This design comes from an exercise in tuning for small area, a short achievable clock period and few clock cycles on the open sky130 flow, not from production work. Only simulation tests tie the RTL to the original design; equivalence was not proved. No activity file was given, so power comes from the tool's default toggle rates.

File: flow/run.sh
#!/bin/bash
# synth_recipe.tcl (not shown) runs the flow's synth.tcl, then flattens the netlist and writes it again
# the make line also repeats each setting of config.mk as NAME=value (left out here)
make -C /OpenROAD-flow-scripts/flow DESIGN_CONFIG=/design/flow/config.mk WORK_HOME=/design/flow/orfs CLKGATE_MAP_FILE= SYNTH_SCRIPT=/design/flow/synth_recipe.tcl finish
File: flow/config.mk
export PLATFORM = sky130hd
export DESIGN_NAME = dem_decoder
export DESIGN_NICKNAME = dem_decoder
export VERILOG_FILES = /design/flow/design.v
export SDC_FILE = /design/flow/constraint.sdc
export NUM_CORES = 4
export LEC_CHECK = 0
export CAP_MARGIN = 20
export CORE_MARGIN = 2
export CORE_UTILIZATION = 40
export SLEW_MARGIN = 20
File: flow/constraint.sdc
create_clock -name core_clock -period 8.0 [get_ports {clk}]
set_input_delay 1.6000 -clock core_clock [delete_from_list [all_inputs] [get_ports {clk}]]
set_output_delay 1.6000 -clock core_clock [all_outputs]
set_load 0.01 [all_outputs]
File: flow/design.v
module dem_decoder (
    input  wire        clk,
    input  wire        rst,         
    input  wire        start,
    input  wire [15:0] in_len,      
    input  wire [15:0] out_cap,     
    output wire        busy,
    output reg         done,
    output reg         fail,
    output reg  [15:0] out_len,     
    input  wire        in_valid,
    input  wire [31:0] in_data,
    output wire        in_ready,
    output wire        out_valid,
    output wire [31:0] out_data,
    input  wire        out_ready
);
    localparam [2:0] T_OUT  = 3'd0, T_ZERO = 3'd1, T_D4  = 3'd2, T_D8  = 3'd3,
                     T_D12  = 3'd4, T_D16  = 3'd5, T_D24 = 3'd6, T_D32 = 3'd7;
    localparam [2:0] S_IDLE  = 3'd0, S_HDR  = 3'd1, S_LEN = 3'd2, S_CHECK = 3'd3,
                     S_FETCH = 3'd4, S_EMIT = 3'd5, S_END = 3'd6;
    localparam [31:0] OUT_INT32 = 32'h8000_0000;
    reg  [2:0]  state;
    reg  [15:0] len_r;       
    reg  [13:0] capw;        
    reg  [15:0] in_pos;      
    reg  [13:0] outw;        
    reg  [31:0] prev;        
    reg         bad;         
    reg  [2:0]  rtype;       
    reg  [8:0]  rcnt;        
    reg         phase;       
    reg  [2:0]  nb;          
    reg  [31:0] fld;         
    reg  [31:0] bbuf;
    reg  [2:0]  bcnt;
    reg         take;
    wire        have_byte = (bcnt != 3'd0);
    wire [7:0]  cur       = bbuf[7:0];
    wire        want_byte = (state == S_HDR) || (state == S_LEN) || (state == S_FETCH);
    assign in_ready = want_byte && (bcnt == 3'd0);
    always @(posedge clk) begin
        if (rst) begin
            bcnt <= 3'd0;
        end else if (state == S_IDLE) begin
            bcnt <= 3'd0;
        end else if (in_ready && in_valid) begin
            bbuf <= in_data;
            bcnt <= 3'd4;
        end else if (take) begin
            bbuf <= {8'd0, bbuf[31:8]};
            bcnt <= bcnt - 3'd1;
        end
    end
    reg [2:0] need;
    always @(*) begin
        case (rtype)
            T_D4:    need = phase ? 3'd0 : 3'd1;
            T_D8:    need = 3'd1;
            T_D12:   need = phase ? 3'd1 : 3'd2;
            T_D16:   need = 3'd2;
            T_D24:   need = 3'd3;
            T_D32:   need = 3'd4;
            default: need = 3'd0;
        endcase
    end
    reg [10:0] payload;
    always @(*) begin
        case (rtype)
            T_D4:    payload = ({2'd0, rcnt} + 11'd1) >> 1;
            T_D8:    payload = {2'd0, rcnt};
            T_D12:   payload = ({2'd0, rcnt} * 11'd3 + 11'd1) >> 1;
            T_D16:   payload = {2'd0, rcnt} * 11'd2;
            T_D24:   payload = {2'd0, rcnt} * 11'd3;
            T_D32:   payload = {2'd0, rcnt} * 11'd4;
            default: payload = 11'd0;
        endcase
    end
    wire [16:0] in_end  = {1'b0, in_pos} + {6'd0, payload};
    wire        in_bad  = in_end > {1'b0, len_r};
    wire [14:0] out_end = {1'b0, outw} + {6'd0, rcnt};
    wire        out_bad = out_end > {1'b0, capw};
    reg [31:0] delta;
    reg        sentinel;
    always @(*) begin
        delta    = 32'd0;
        sentinel = 1'b0;
        case (rtype)
            T_D4: begin
                if (phase) begin
                    delta    = {{28{fld[7]}}, fld[7:4]};
                    sentinel = (fld[7:4] == 4'h8);
                end else begin
                    delta    = {{28{fld[3]}}, fld[3:0]};
                    sentinel = (fld[3:0] == 4'h8);
                end
            end
            T_D8: begin
                delta    = {{24{fld[7]}}, fld[7:0]};
                sentinel = (fld[7:0] == 8'h80);
            end
            T_D12: begin
                if (phase) begin
                    delta    = {{20{fld[7]}}, fld[7:0], fld[15:12]};
                    sentinel = ({fld[7:0], fld[15:12]} == 12'h800);
                end else begin
                    delta    = {{20{fld[11]}}, fld[11:0]};
                    sentinel = (fld[11:0] == 12'h800);
                end
            end
            T_D16: begin
                delta    = {{16{fld[15]}}, fld[15:0]};
                sentinel = (fld[15:0] == 16'h8000);
            end
            T_D24: begin
                delta    = {{8{fld[23]}}, fld[23:0]};
                sentinel = (fld[23:0] == 24'h80_0000);
            end
            T_D32: begin
                delta    = fld;
                sentinel = (fld == 32'h8000_0000);
            end
            default: ;
        endcase
    end
    wire        is_delta = (rtype != T_OUT) && (rtype != T_ZERO);
    wire [31:0] sum      = prev + delta;
    reg  [31:0] word;
    always @(*) begin
        if (rtype == T_OUT || (is_delta && sentinel))
            word = OUT_INT32;
        else if (rtype == T_ZERO)
            word = prev;
        else
            word = sum;
    end
    assign busy      = (state != S_IDLE);
    assign out_valid = (state == S_EMIT);
    assign out_data  = word;
    always @(*) begin
        take = 1'b0;
        case (state)
            S_HDR:   take = have_byte && (in_pos != len_r);
            S_LEN:   take = have_byte && (in_pos != len_r);
            S_FETCH: take = have_byte;
            default: ;
        endcase
    end
    always @(posedge clk) begin
        if (rst) begin
            state   <= S_IDLE;
            done    <= 1'b0;
            fail    <= 1'b0;
            out_len <= 16'd0;
            bad     <= 1'b0;
        end else begin
            done <= 1'b0;
            case (state)
                S_IDLE: begin
                    if (start) begin
                        len_r   <= in_len;
                        capw    <= out_cap[15:2];
                        in_pos  <= 16'd0;
                        outw    <= 14'd0;
                        prev    <= 32'd0;
                        bad     <= 1'b0;
                        fail    <= 1'b0;
                        out_len <= 16'd0;
                        state   <= S_HDR;
                    end
                end
                S_HDR: begin
                    if (in_pos == len_r) begin
                        state <= S_END;                  
                    end else if (have_byte) begin
                        in_pos <= in_pos + 16'd1;
                        rtype  <= cur[7:5];
                        if (cur[4:0] != 5'd0) begin
                            rcnt  <= {4'd0, cur[4:0]};
                            state <= S_CHECK;
                        end else begin
                            state <= S_LEN;
                        end
                    end
                end
                S_LEN: begin
                    if (in_pos == len_r) begin
                        bad   <= 1'b1;                   
                        state <= S_END;
                    end else if (have_byte) begin
                        in_pos <= in_pos + 16'd1;
                        rcnt   <= 9'd32 + {1'b0, cur};
                        state  <= S_CHECK;
                    end
                end
                S_CHECK: begin
                    phase <= 1'b0;
                    nb    <= 3'd0;
                    if ((is_delta && in_bad) || out_bad) begin
                        bad   <= 1'b1;
                        state <= S_END;
                    end else if (is_delta) begin
                        state <= S_FETCH;
                    end else begin
                        state <= S_EMIT;
                    end
                end
                S_FETCH: begin
                    if (have_byte) begin
                        in_pos <= in_pos + 16'd1;
                        case (nb)
                            3'd0:    fld[7:0]   <= cur;
                            3'd1:    fld[15:8]  <= cur;
                            3'd2:    fld[23:16] <= cur;
                            default: fld[31:24] <= cur;
                        endcase
                        if (nb + 3'd1 == need) begin
                            nb    <= 3'd0;
                            state <= S_EMIT;
                        end else begin
                            nb <= nb + 3'd1;
                        end
                    end
                end
                S_EMIT: begin
                    if (out_ready) begin
                        outw  <= outw + 14'd1;
                        rcnt  <= rcnt - 9'd1;
                        phase <= ~phase;
                        if (is_delta && !sentinel)
                            prev <= sum;
                        if (rcnt == 9'd1)
                            state <= S_HDR;
                        else if (!is_delta)
                            state <= S_EMIT;
                        else if (rtype == T_D4 && !phase)
                            state <= S_EMIT;             
                        else
                            state <= S_FETCH;
                    end
                end
                S_END: begin
                    done    <= 1'b1;
                    fail    <= bad;
                    out_len <= bad ? 16'd0 : {outw, 2'b00};
                    state   <= S_IDLE;
                end
                default: state <= S_IDLE;
            endcase
        end
    end
endmodule
==> key figures <==
Power and ir drop
  – Power Density: 220 nW/µm²
  – Max IR drop VDD: 0.159 mV
  – Leak: 6.30 nW
  – Power Total: 3.55 mW

Route
  – Post-DR vias/cell: 5.49
  – Initial DRC Count: 738
  – Via count: 11465
  – Pre-antenna DRT Iters: 5
  – Detailed-route DRC error count: 0
  – Routed Antenna Nets: 0
  – Wire length per cell: 17.1 µm
  – Routed WL: 35700 µm

Floorplanning
  – Initial Util: 40.4%
  – Die W: 191 µm
  – Core footprint: 34500 µm²
  – Total die area: 36300 µm²
  – # rows: 68
  – IO Count: 122
  – DIE HEIGHT: 191 µm

Layout
  – Util after Layout: 46.8%
  – Area grow syn2layout: 15.8%
  – Final instance area: 16100 µm²
  – Fraction of final layout cells with drive strength greater than 1: 5.51%
  – Antenna Cells: 0
  – Final-stage net count: 1804

Logic synthesis
  – Proportion of synthesized chip area in sequential cells: 40.4%
  – Yosys cell types: 87
  – Dominant synthesized flop cell: edfxtp_1
  – Synth top area share: 37.1%
  – Syn avg cell area: 9.09 µm²
  – Async SR Flop Fraction: 0%
  – Synthesized area: 13900 µm²
  – Synth top area cells: edfxtp_1 37%, ha_1 9.9%, nand2_1 6.1%, xor2_1 4.2%, nor2_1 4.0%
  – Yosys warns: 1
  – Post-synth EDFFs: 172
  – Synth area leader: edfxtp_1
  – Most frequent cell after synthesis: nand2_1
  – Commonest cells post-synth: 226 x nand2_1, 172 x edfxtp_1, 147 x nor2_1
  – Post-synthesis instance total: 1532
  – Synth Register Bits: 195

Placement
  – Post-place setup slack: 1.46 ns
  – Placed instance area: 15500 µm²
  – Dpl hpwl: 26400 µm
  – Port bufs: 117
  – Gp weighted congestion: 0.933

Run status
  – Outcome: finished clean

Critical path
  – Required time of the worst setup path: 6.40 ns
  – Crit path launch type: flop
  – Crit-path max FO: 17
  – Arrival @ worst endpoint: 5.44 ns
  – Worst Setup End Kind: output port
  – Critical Setup Path Class: flop to output port

Timing
  – Worst setup margin: 0.963 ns
  – Clock Skew: 0.00860 ns
  – Max Fclk: 142 MHz
  – Slew @ Worst Pin: 0.896 ns
  – TNS Setup: 0 ns
  – Setup repair after global routing missed its margin: no
  – Final setup viols: 0
  – Pins over their slew limit: 0
  – Min Clock Period, post-route: 7.04 ns
  – Slew HR: 40.3%
  – Fin crit share: 88.0%
  – Fin. Hold Viols: 0

Clocking
  – TritonCTS clock tree: built
  – CTS clk-pin slew, worst paths: 0.08 ns
  – Post-cts resize count: 0
  – Htree depth: 4
  – Clk root buf: clkbuf_16
  – CTS Hold Bufs: 0
  – Num CTS Buffers: 17
  – CTS Buffer Depth: 2
  – Clk sinks: 195
  – Post CTS Setup Buffer Count: 0
  – Clock latency (worst-skew pair): 0.45 ns

GRT
  – Vias in the first global route: 11183
  – First-pass GRT wire length: 57900 µm
  – Grt total ovfl: 0
  – Tot GR Track Use: 20.2%
  – Initial antenna violation count: 0
  – Largest net degree at the start of global routing: 46

Run
  – Max-cap check violation count: 0

Min path
  – Hold WC Path Type: flop to flop
==> power breakdown <==
part	switching, mW	leakage, nW	internal [mW]
Clock	0.415	0.286	0.469
Sequential	0.138	1.78	1.25
Combinational	0.727	4.23	0.550
==> per-stage QoR <==
step	hold WS, ns	instances
after floorplan	0.433	1533
after global placement	0.442	2057
after detailed placement	0.448	2057
after global routing	0.513	2089
final	0.458	2089
after CTS	0.459	2089
==> layout by cell type, fill, tap and decap left out, types with 7 or more instances in the layout <==
cell and instances:
nor3_1 29, clkbuf_16 17, xnor2_1 50, clkdlybuf4s50_1 117, nor2_1 146, o21ai_1 18, nand2b_1 10, buf_4 19
inv_1 69, nand2_1 226, and2_1 26, a31oi_1 14, a22oi_1 24, xor2_1 67, nor2b_1 15, mux2i_1 12
or3_1 7, nor4_1 11, a21oi_1 109, o21a_1 13, ha_1 110, a21o_1 27, o21ai_0 77, a211oi_1 14
nand4_1 24, dfxtp_1 23, nand3_1 28, o211ai_1 10, edfxtp_1 172, and3_1 20, o22ai_1 7
==> path summary, 6_finish.rpt <==
| path | startpoint | end | slack, ns | cells past startpoint |
|---|---|---|---|---|
| setup reg to reg | rcnt[0] | state[1] | 1.74 | 23 |
| hold reg to reg | bcnt[1] | bcnt[1] | 0.46 | 2 |
| setup / recovery | phase | out_data[22] | 0.96 | 16 |
| hold / removal | bcnt[1] | bcnt[1] | 0.46 | 2 |
==> sequential cells by signal (all words and copies together), names as in the netlist, 3 cells and up <==
signal,flops
prev,32
bbuf,32
out_len,14
bcnt,3
fld,32
nb,3
capw,14
len_r,16
state,3
rtype,3
rcnt,9
outw,14
in_pos,16
==> metal layers <==
metal | routed length [µm] | vias up | GRT usage (%)
li1 | - | 5699 | -
met1 | 16800 | 5477 | 27.3
met2 | 16500 | 253 | 32.6
met3 | 1780 | 36 | 4.10
met4 | 571 | 0 | 5.81
met5 | 0 | - | 0
==> kinds of logic after synthesis <==
kind of cell	share of synthesized area [%]
flops	40.4
other cells	0.0269
simple gates	18.9
mux	1.19
compound gates	17.3
xor+xnor	7.36
buf+inv	4.31
fa+ha+maj	10.5
==> area by class of cell <==
cell class	count	area, µm²
fill	3345	18300
multi-input combinational	1200	7750
sequential	195	5630
timing repair buffer	136	1310
tap	455	569
clock buffer	17	425
inverter	71	268
clock inverter	15	173
==> critical path, stage by stage, from the launching register on <==
cell and delay [ns]:
edfxtp_1 0.70, nand2b_1 0.24, nor2_1 0.40, o21ai_0 0.25, nand2_1 0.10, o21ai_0 0.10, ha_1 0.24, fa_1 0.42
a211oi_1 0.23, o21ai_1 0.16, o311a_1 0.39, a31oi_2 0.37, o21ai_1 0.16, a31oi_1 0.21, xor2_1 0.11, a211oi_1 0.28
clkdlybuf4s50_1 0.61
Testbench counts, summed over its fixed seeds: cycles 65,072.

==> separate check: timing with driven ports <==
The flow's constraints put no driver on any port. The routed layout listed below was extracted and timed again, unchanged, in two steps. Step 1: set_driving_cell puts a clkbuf_16 on clk and a buf_2 on each other input, an assumption about the parent block. Step 2, shift: input delay + t, output delay - t, t = (earliest + latest rising clock arrival at the registers) / 2. This alone moves slack from input paths to output paths. Three values: ideal ports, drivers, drivers and shift; two values: the first two.
t (ns): 0.504
setup slack, ns: 0.963 / 0.908 / 1.412
worst setup path at the end: register to output
After both steps this run still meets setup and hold. For this run, drivers alone change the setup slack by -0.055 ns; drivers and shift together by +0.449 ns.
